This is an optimization exercise on Yosys and OpenROAD, whose aim is small area, a short achievable clock period and few clock cycles, not a production implementation. In this exercise RTL edits were held to simulation tests only and were not proved equivalent to the original. Power and IR drop assume default switching activity.

`design/flow/config.mk`:
```
export PLATFORM = sky130hd
export DESIGN_NAME = palert_dec
export DESIGN_NICKNAME = palert_dec
export VERILOG_FILES = /design/flow/design.v
export SDC_FILE = /design/flow/constraint.sdc
export NUM_CORES = 4
export LEC_CHECK = 0
export CAP_MARGIN = 40
export CORE_MARGIN = 2
export CORE_UTILIZATION = 40
export SLEW_MARGIN = 20
```
`design/flow/constraint.sdc`:
```
create_clock -name core_clock -period 12.0 [get_ports {clk}]
set_input_delay 2.4000 -clock core_clock [delete_from_list [all_inputs] [get_ports {clk}]]
set_output_delay 2.4000 -clock core_clock [all_outputs]
set_load 0.01 [all_outputs]
```
`design/flow/design.v`:
```
module palert_dec (
    input             clk,
    input             rst,           
    input      [15:0] cfg_poly,      
    input      [15:0] cfg_init,      
    input      [31:0] cfg_sync,      
    input      [5:0]  cfg_crc_off,   
    input             cfg_tbo,       
    input             req_valid,
    output            req_ready,
    input             req_write,
    input             req_pkt,       
    input      [6:0]  req_addr,
    input      [31:0] req_wdata,
    output reg        rsp_valid,
    output reg [31:0] rsp_data
);
    localparam [16:0] PKT_CAP = 17'd128;
    localparam [2:0] R_CMD = 3'd0, R_STATUS = 3'd1, R_CFG = 3'd2, R_OFF = 3'd3,
                     R_LEN = 3'd4, R_PLEN = 3'd5, R_VAL = 3'd6, R_CRC = 3'd7;
    localparam [2:0] RC_OK = 3'd0, RC_CORRUPT = 3'd1, RC_INVALID = 3'd2,
                     RC_UNKSEL = 3'd3, RC_ILLEGAL = 3'd4;
    localparam [1:0] M_CRC = 2'd0, M_M4C = 2'd1, M_TBL = 2'd2, M_SYNC = 2'd3;
    reg [7:0]  ln0 [0:31];    
    reg [7:0]  ln1 [0:31];    
    reg [7:0]  ln2 [0:31];    
    reg [7:0]  ln3 [0:31];    
    reg [15:0] off_r;
    reg [16:0] len_r;
    reg [16:0] plen_r;
    reg [31:0] val_r;
    reg [15:0] crc_r;         
    reg        tv, match, es;
    reg [2:0]  rc;
    reg        rdy;
    reg        rq_v, rq_wr, rq_pkt;
    reg [6:0]  rq_addr;
    reg [31:0] rq_wd;
    assign req_ready = rdy;
    reg        busy;
    reg [1:0]  mode;
    reg [6:0]  ptr;           
    reg [6:0]  cnt;           
    reg [7:0]  vb;            
    reg [15:0] poly_r;        
    function [15:0] crcstep(input [15:0] r, input [7:0] v, input [15:0] poly);
        integer k;
        reg [15:0] x;
        begin
            x = r ^ {8'd0, v};
            for (k = 0; k < 8; k = k + 1)
                x = x[0] ? ((x >> 1) ^ poly) : (x >> 1);
            crcstep = x;
        end
    endfunction
    function inb(input [15:0] o, input [16:0] n, input [16:0] plen);
        inb = (({2'b0, o} + {1'b0, n}) <= {1'b0, plen}) && (plen <= PKT_CAP);
    endfunction
    wire [6:0] o  = busy ? ptr : (rq_pkt ? rq_addr : off_r[6:0]);
    wire [1:0] os = o[1:0];
    wire [4:0] w0 = o[6:2];
    wire [4:0] w1 = o[6:2] + 5'd1;
    wire [7:0] l0 = ln0[(os > 2'd0) ? w1 : w0];
    wire [7:0] l1 = ln1[(os > 2'd1) ? w1 : w0];
    wire [7:0] l2 = ln2[(os > 2'd2) ? w1 : w0];
    wire [7:0] l3 = ln3[w0];
    reg [7:0] b0, b1, b2, b3;
    always @(*) begin
        case (os)
            2'd0:    begin b0 = l0; b1 = l1; b2 = l2; b3 = l3; end
            2'd1:    begin b0 = l1; b1 = l2; b2 = l3; b3 = l0; end
            2'd2:    begin b0 = l2; b1 = l3; b2 = l0; b3 = l1; end
            default: begin b0 = l3; b1 = l0; b2 = l1; b3 = l2; end
        endcase
    end
    wire [15:0] step_out = crcstep(crc_r, vb, poly_r);
    wire        x_go   = rq_v && !busy;
    wire        is_reg = !rq_pkt && (rq_addr[6:3] == 4'd0);
    wire        x_rw   = x_go && is_reg && rq_wr;
    wire        x_cmd  = x_rw && (rq_addr[2:0] == R_CMD);
    wire [7:0]  w_opc  = rq_wd[7:0];
    wire [1:0]  w_ord  = rq_wd[9:8];
    wire [3:0]  w_sel  = rq_wd[15:12];
    wire        w_rsvd = (rq_wd[31:16] != 16'd0) || (rq_wd[11:10] != 2'd0);
    wire        fmt_n_ok = !w_rsvd && (w_ord == 2'd0) && (w_sel == 4'd0);
    wire        fmt_o_ok = !w_rsvd && (w_ord != 2'd3) && (w_sel == 4'd0);
    wire        fmt_s_ok = !w_rsvd && (w_ord == 2'd0);
    reg         d_legal;
    always @(*) begin
        case (w_opc)
            8'h01, 8'h02, 8'h03, 8'h04, 8'h05, 8'h10,
            8'h20, 8'h21, 8'h22, 8'h23, 8'h24, 8'h30, 8'h31: d_legal = fmt_n_ok;
            8'h11, 8'h12, 8'h13:                             d_legal = fmt_o_ok;
            8'h14, 8'h15:                                    d_legal = fmt_s_ok;
            default:                                         d_legal = 1'b0;
        endcase
    end
    wire inb1  = inb(off_r, 17'd1,  plen_r);
    wire inb2  = inb(off_r, 17'd2,  plen_r);
    wire inb4  = inb(off_r, 17'd4,  plen_r);
    wire inb64 = inb(off_r, 17'd64, plen_r);
    wire inbl  = inb(off_r, len_r,  plen_r);
    wire crc_run = (len_r != 17'd0) && inbl;
    reg  x_start;
    always @(*) begin
        x_start = 1'b0;
        if (x_cmd && d_legal)
            case (w_opc)
                8'h02:        x_start = crc_run;
                8'h04:        x_start = (off_r[15:8] == 8'd0);
                8'h30, 8'h31: x_start = inb64;
                default:      x_start = 1'b0;
            endcase
    end
    wire eng_last = (cnt == 7'd0);
    wire busy_n   = busy ? !eng_last : x_start;
    wire rq_v_n   = rdy ? req_valid : (rq_v && !x_go);
    reg [31:0] reg_rdata;
    always @(*) begin
        reg_rdata = 32'd0;
        if (rq_addr[6:3] == 4'd0) begin
            case (rq_addr[2:0])
                R_STATUS: reg_rdata = {25'd0, rc, 1'b0, es, match, tv};
                R_CFG:    reg_rdata = {31'd0, cfg_tbo};
                R_OFF:    reg_rdata = {16'd0, off_r};
                R_LEN:    reg_rdata = {15'd0, len_r};
                R_PLEN:   reg_rdata = {15'd0, plen_r};
                R_VAL:    reg_rdata = val_r;
                R_CRC:    reg_rdata = {16'd0, crc_r};
                default:  reg_rdata = 32'd0;
            endcase
        end
    end
    wire [15:0] h_le = {b1, b0};
    wire [15:0] h_o  = (w_ord == 2'd2) ? {b0, b1} : h_le;
    wire [31:0] w_be = {b0, b1, b2, b3};
    wire [31:0] w_le = {b3, b2, b1, b0};
    wire [6:0]  fld_ptr = off_r[6:0] + {1'b0, cfg_crc_off};
    wire pkt_we = x_go && rq_pkt && rq_wr;
    always @(posedge clk) begin
        if (pkt_we && rq_addr[1:0] == 2'd0) ln0[rq_addr[6:2]] <= rq_wd[7:0];
        if (pkt_we && rq_addr[1:0] == 2'd1) ln1[rq_addr[6:2]] <= rq_wd[7:0];
        if (pkt_we && rq_addr[1:0] == 2'd2) ln2[rq_addr[6:2]] <= rq_wd[7:0];
        if (pkt_we && rq_addr[1:0] == 2'd3) ln3[rq_addr[6:2]] <= rq_wd[7:0];
    end
    always @(posedge clk) begin
        if (rdy) begin
            rq_wr   <= req_write;
            rq_pkt  <= req_pkt;
            rq_addr <= req_addr;
            rq_wd   <= req_wdata;
        end
    end
    always @(posedge clk) begin
        rsp_data <= rq_pkt ? {24'd0, b0} : reg_rdata;
        poly_r   <= cfg_poly;
    end
    always @(posedge clk) begin
        if (rst) begin
            off_r     <= 16'd0;
            len_r     <= 17'd0;
            plen_r    <= 17'd0;
            val_r     <= 32'd0;
            crc_r     <= 16'd0;
            tv        <= 1'b0;
            match     <= 1'b0;
            es        <= 1'b0;
            rc        <= RC_OK;
            rdy       <= 1'b1;
            rq_v      <= 1'b0;
            busy      <= 1'b0;
            rsp_valid <= 1'b0;
        end else begin
            rq_v      <= rq_v_n;
            busy      <= busy_n;
            rdy       <= !rq_v_n || !busy_n;
            rsp_valid <= x_go && !rq_wr;
            if (busy) begin
                if (!eng_last) begin
                    vb  <= b0;
                    cnt <= cnt - 7'd1;
                    ptr <= (mode == M_M4C && cnt == 7'd1) ? fld_ptr : ptr + 7'd1;
                end
                if (mode == M_CRC || mode == M_M4C)
                    crc_r <= step_out;
                if (eng_last)
                    case (mode)
                        M_M4C: begin
                            val_r <= {16'd0, h_le};
                            match <= (step_out == h_le);
                            rc    <= (step_out == h_le) ? RC_OK : RC_CORRUPT;
                        end
                        M_TBL:
                            val_r <= {16'd0, step_out ^ {8'd0, crc_r[15:8]}};
                        M_SYNC: begin
                            match <= (w_le == cfg_sync);
                            rc    <= (w_le == cfg_sync) ? RC_OK : RC_CORRUPT;
                        end
                        default: ;
                    endcase
            end
            if (x_rw) begin
                case (rq_addr[2:0])
                    R_OFF:  off_r  <= rq_wd[15:0];
                    R_LEN:  len_r  <= rq_wd[16:0];
                    R_PLEN: plen_r <= rq_wd[16:0];
                    R_VAL:  val_r  <= rq_wd;
                    default: ;
                endcase
            end
            if (x_cmd) begin
                if (!d_legal) begin
                    rc <= RC_ILLEGAL;
                    es <= 1'b1;
                end else begin
                    case (w_opc)
                    8'h01: begin                                   
                        tv <= 1'b1;
                        rc <= RC_OK;
                    end
                    8'h02: begin                                   
                        if (len_r != 17'd0 && !inbl) begin
                            rc <= RC_INVALID;
                            es <= 1'b1;
                        end else begin
                            tv    <= 1'b1;
                            rc    <= RC_OK;
                            crc_r <= cfg_init;
                            mode  <= M_CRC;
                            vb    <= b0;
                            ptr   <= off_r[6:0] + 7'd1;
                            cnt   <= len_r[6:0] - 7'd1;
                        end
                    end
                    8'h03: begin                                   
                        match <= (crc_r == val_r[15:0]);
                        rc    <= (crc_r == val_r[15:0]) ? RC_OK : RC_CORRUPT;
                    end
                    8'h04: begin                                   
                        if (off_r[15:8] != 8'd0) begin
                            rc <= RC_INVALID;
                            es <= 1'b1;
                        end else begin
                            tv   <= 1'b1;
                            rc   <= RC_OK;
                            mode <= M_TBL;
                            vb   <= off_r[7:0] ^ crc_r[7:0];
                            cnt  <= 7'd0;
                        end
                    end
                    8'h05: begin                                   
                        es <= 1'b0;
                        rc <= RC_OK;
                    end
                    8'h10, 8'h11, 8'h12, 8'h13, 8'h14, 8'h15: begin
                        if (w_opc == 8'h14 && w_sel >= 4'd4) begin
                            rc <= RC_UNKSEL;
                            es <= 1'b1;
                        end else if ((w_opc == 8'h10 && !inb1) ||
                                     ((w_opc == 8'h11 || w_opc == 8'h13 ||
                                       w_opc == 8'h15) && !inb2) ||
                                     ((w_opc == 8'h12 || w_opc == 8'h14) && !inb4)) begin
                            rc <= RC_INVALID;
                            es <= 1'b1;
                        end else begin
                            rc <= RC_OK;
                            case (w_opc)
                                8'h10:   val_r <= {24'd0, b0};
                                8'h11:   val_r <= {16'd0, h_o};
                                8'h12:   val_r <= (w_ord == 2'd2) ? w_be : w_le;
                                8'h13:   val_r <= {{16{h_o[15]}}, h_o};
                                8'h14:   val_r <= w_sel[1] ? {b1, b0, b3, b2} : w_be;
                                default: val_r <= {31'd0, h_le[w_sel]};
                            endcase
                        end
                    end
                    8'h20: begin                                   
                        val_r <= {val_r[31:16], val_r[7:0], val_r[15:8]};
                        rc    <= RC_OK;
                    end
                    8'h21: begin                                   
                        val_r <= {val_r[7:0], val_r[15:8], val_r[23:16], val_r[31:24]};
                        rc    <= RC_OK;
                    end
                    8'h22: begin                                   
                        val_r <= {val_r[15:0], val_r[31:16]};
                        rc    <= RC_OK;
                    end
                    8'h23: begin                                   
                        val_r <= {val_r[23:16], val_r[31:24], val_r[7:0], val_r[15:8]};
                        rc    <= RC_OK;
                    end
                    8'h24: begin                                   
                        val_r <= {{16{val_r[15]}}, val_r[15:0]};
                        rc    <= RC_OK;
                    end
                    8'h30: begin                                   
                        if (!inb64) begin
                            rc <= RC_INVALID;
                            es <= 1'b1;
                        end else begin
                            mode <= M_SYNC;
                            ptr  <= off_r[6:0] + 7'd60;
                            cnt  <= 7'd0;
                        end
                    end
                    default: begin                                 
                        if (!inb64) begin
                            rc <= RC_INVALID;
                            es <= 1'b1;
                        end else begin
                            tv    <= 1'b1;
                            crc_r <= cfg_init;
                            mode  <= M_M4C;
                            vb    <= b0;
                            ptr   <= off_r[6:0] + 7'd1;
                            cnt   <= 7'd7;
                        end
                    end
                    endcase
                end
            end
        end
    end
endmodule
```
`design/flow/run.sh`:
```
#!/bin/bash
# synth_recipe.tcl (not shown) runs the flow's synth.tcl, then flattens the netlist and writes it again
# the make line also repeats each setting of config.mk as NAME=value (left out here)
make -C /OpenROAD-flow-scripts/flow DESIGN_CONFIG=/design/flow/config.mk WORK_HOME=/design/flow/orfs CLKGATE_MAP_FILE= SYNTH_SCRIPT=/design/flow/synth_recipe.tcl finish
```
==> results by group <==
Run status
  – Status: finished clean

Synth
  – Synthesized cell area: 0.0639 mm2
  – Post-synth EDFFs: 1,089
  – Post-synthesis register bit count: 1,245
  – Ys async rst share: 0%
  – Syn avg cell area: 11.7 um2
  – Top FF cell, synth: edfxtp_1
  – Syn_nets: 5,678
  – Yosys warns: 1
  – Synth unique cells: 97
  – Post-Synthesis Cells: 5,443
  – Sequential area share after synthesis: 56.0%

Hold path
  – Worst Hold Class: reg2reg
  – Number of cells on the worst hold path: 2

Detailed routing
  – DRC: 0
  – Vias: 49,400
  – DR pass1 iterations: 11
  – Drt wl/cell: 30.2 um
  – Vias per std cell: 6.34
  – ANT nets after route: 0
  – Final wirelength: 236,000 um
  – Initial drt markers: 7,806

Clocking
  – H-tree levels: 4
  – PostCTS Resize Cnt: 0
  – Post-CTS Setup Bufs: 0
  – CTS tree: yes
  – CTS buffer count: 134
  – Hold_buf cts: 0
  – Root Buffer: clkbuf_16
  – CTS sink count: 1,245
  – Insertion delay to the later sink of the worst-skew pair: 0.79 ns
  – Max clock buf depth: 3
  – Reg clk slew, reported paths: 0.06 ns

STA
  – Fin Setup TNS: 0 ns
  – Final worst-path cycle share: 72.6%
  – Unrepaired setup endpoints after global routing: false
  – Final hold slack: 0.460 ns
  – Final hold viol count: 0
  – Endpoints failing setup: 0
  – F_max: 115 MHz
  – Worst-margin pin slew: 1.04 ns
  – Worst slew margin: 29.9%
  – Final min period: 8.71 ns
  – Slew Viols, Final: 0
  – Final Skew: 0.0351 ns

Floorplan
  – Core area: 0.159 mm2
  – I/O Pins: 149
  – Initial Utilization: 40.3%
  – Die ar.: 0.163 mm2
  – DIE HEIGHT: 404 um
  – Die extent in x: 404 um
  – Num rows: 146

Critical path
  – CP Max Fanout: 36
  – CP Launch Type: flip-flop
  – Crit Path Category: reg2reg
  – Crit path cell chain: mux2_2 -> o21ai_2 -> buf_4 -> inv_4 -> ha_1 -> inv_1 -> a211oi_1 -> nand2_1 -> nand2_2 -> buf_4 -> mux2_2 -> a221oi_1 -> a311oi_1 -> a21oi_1 -> a221o_1 -> xnor2_1 -> a221o_1 -> nor4_1 -> nand4_1 -> o21a_1 -> a211o_1
  – R2r worst-path depth: 21
  – R2R Setup Slk: 3.29 ns
  – Crit-path max cell delay: 0.89 ns
  – Worst path slowest cell: edfxtp_1
  – Worst EP arrival: 9.38 ns
  – Req. time, crit path: 12.68 ns
  – CP endpoint kind: flip-flop

Pwr
  – Sw Ratio: 27.5%
  – Clock Power Share: 38.3%
  – Combinational share of power: 16.5%
  – Pwr Density: 144 mW/mm2
  – Internal power: 7640 uW
  – Sw Pwr: 2900 uW
  – Leakage power: 0.0247 uW
  – Sequential Power Share: 45.1%
  – VDD IR max: 0.147 mV
  – Total Power: 10,500 uW

Final layout
  – Share of cells above drive strength 1: 12.9%
  – Post-Layout Inst Area: 0.0732 mm2
  – Final cell count without fillers: 7,794
  – Area grow syn2layout: 14.5%
  – Fill count: 14,300
  – NumNets Final: 5,852

Placement
  – Dpl hpwl: 164,000 um
  – Placed Cells: 7,541
  – PortBufs: 148
  – Placed cell area: 0.0688 mm2
  – GP Congestion: 1.01

Flow run
  – Max-cap violations: 0

GRT
  – Initial antenna violation count: 4
  – Total GRT Usage: 28.2%
  – Gr ovfl total: 0
  – Number of global-route vias before repair: 46,700
  – Largest net degree at the start of global routing: 148
  – First-pass GRT wire length: 337,000 um
[cell families after synthesis]
group                      after synthesis  share of synthesized area (%)
AOI/OAI and AO/OA                     1299                           14.1
adders and majority gates              120                           2.37
xor gates and xnor gates               285                           4.21
DFF                                   1245                           56.0
muxes                                  320                           8.02
buffers and inverters                  483                           3.05
and+or+nand+nor                       1691                           12.2
[critical path, delay by kind of cell, from the launching register on]
family,cells,cell delay [ns]
AOI/OAI and AO/OA,9,3.30
xor gates and xnor gates,1,0.13
adders and majority gates,1,0.42
buffers and inverters,4,1.35
DFF,1,0.89
muxes,2,0.84
and+or+nand+nor,4,1.63
[cells in the mapped netlist, types with 25 or more instances]
library cell,count,area [um2]
a31oi_1,39,244
o221ai_1,31,272
ha_1,118,1480
a211oi_1,119,893
and4_1,25,219
a21o_1,50,375
inv_1,82,308
xor2_1,72,631
nor3_1,77,385
edfxtp_1,1089,32700
buf_1,36,135
a22oi_1,73,548
nand3_1,182,911
nor4_1,33,206
nand2_1,634,2380
and2_1,37,231
a21oi_1,258,1290
mux4_2,150,3380
xnor2_1,197,1730
mux2i_1,135,1350
a311oi_1,43,377
nand2b_1,30,188
nor2_1,416,1560
o22ai_1,27,169
mux2_2,35,394
o21ai_0,222,1110
and3_1,80,500
a222oi_1,31,310
dfxtp_1,156,3120
o31ai_1,28,210
clkbuf_1,284,1070
nand4_1,79,494
buf_2,64,320
o211ai_1,80,601
[state kept, by name (all words and copies together), names as in the netlist, 2 cells and up]
signal    flops
ln2         256
rsp_data     32
rc            3
ln3         256
off_r        16
len_r        17
rq_wd        32
vb            8
rq_addr       7
mode          2
ln1         256
crc_r        16
ln0         256
plen_r       17
ptr           7
cnt           7
val_r        32
poly_r       16
[through the flow]
step / utilization, % / worst slack [ns]
6_report: 46.2 / 3.29
4_1_cts: 46.1 / 3.45
5_1_grt: 46.2 / 3.04
2_1_floorplan: - / 5.54
3_3_place_gp: 42.8 / 3.56
3_5_place_dp: 43.4 / 3.47
[power by group through the flow]
stage | Clock (uW) | Sequential [uW] | Combinational, uW
after floorplan | 0 | 4860 | 1070
after global placement | 0 | 4850 | 1650
after detailed placement | 0 | 4850 | 1680
after CTS | 4080 | 4760 | 1690
after global routing | 4250 | 4760 | 1820
final | 4040 | 4760 | 1740
[final timing paths]
check	startpoint	endpoint
setup / recovery	rq_pkt	rc[0]
hold / removal	off_r[5]	off_r[5]
setup reg to reg	rq_pkt	rc[0]
hold reg to reg	off_r[5]	off_r[5]
[area by class of cell]
cell class	instances	area [um2]	area share, %
diodes	3	7.51	0.0103
clock buffers	177	3570	4.87
clock inverters	61	644	0.880
inverters	85	324	0.443
multi-input cells	3715	26400	36.1
flip-flops and latches	1245	35800	48.9
well taps	2072	2590	3.54
repair buffers	436	3830	5.23
[cells in the final DEF (no fill, tap or decap), types with 22 or more instances in the layout]
cell type	synthesis	final
a211oi_1	119	118
a21o_1	50	50
a21oi_1	258	255
a221oi_1	22	22
a222oi_1	31	31
a22oi_1	73	73
a311oi_1	43	43
a31oi_1	39	39
a32oi_1	22	22
and2_1	37	37
and3_1	80	80
and4_1	25	25
buf_4	12	249
clkbuf_1	284	39
clkbuf_16	0	135
clkdlybuf4s50_1	0	147
clkinv_1	0	24
dfxtp_1	156	154
edfxtp_1	1089	1089
ha_1	118	118
inv_1	82	81
mux2_2	35	35
mux2i_1	135	135
mux4_2	150	150
nand2_1	634	630
nand2b_1	30	30
nand3_1	182	182
nand4_1	79	79
nor2_1	416	403
nor3_1	77	76
nor4_1	33	32
o211ai_1	80	80
o21ai_0	222	221
o221ai_1	31	31
o22ai_1	27	27
o31ai_1	28	27
xnor2_1	197	189
xor2_1	72	72
[per-layer routing]
metal / vias up / global-route usage (%) / wire length (um)
met3: 555 / 6.68 / 26200
met2: 3045 / 43.3 / 105000
met5: - / 0 / 13
met4: 2 / 11.7 / 11300
met1: 24500 / 38.4 / 93600
li1: 21300 / - / -
Testbench counts, summed over its fixed seeds: cycles 14,695.

-- static timing again, ports no longer ideal --
How much do the figures lean on ideal ports? The routed layout below was timed once more, with nothing changed but the port constraints.
Step 1 (the two cells are an assumption about what drives the block):
set clk [get_ports {clk}]
set_driving_cell -lib_cell sky130_fd_sc_hd__clkbuf_16 $clk
set_driving_cell -lib_cell sky130_fd_sc_hd__buf_2 [delete_from_list [all_inputs] $clk]
Step 2 times the ports against the registers' clock, not the clock port: input delays grow and output delays shrink by t, the midpoint of the rising clock arrivals with the driver on.
Three values: ideal, step 1, step 2; two values: the first two.
t, ns: 0.851
setup WS [ns]: 3.291 / 3.291 / 3.291
slew at the worst register clock pin (ns): 0.07 / 0.07
After both steps this run still meets setup and hold. For this run, drivers alone change the setup slack by 0.000 ns; drivers and shift together by 0.000 ns.
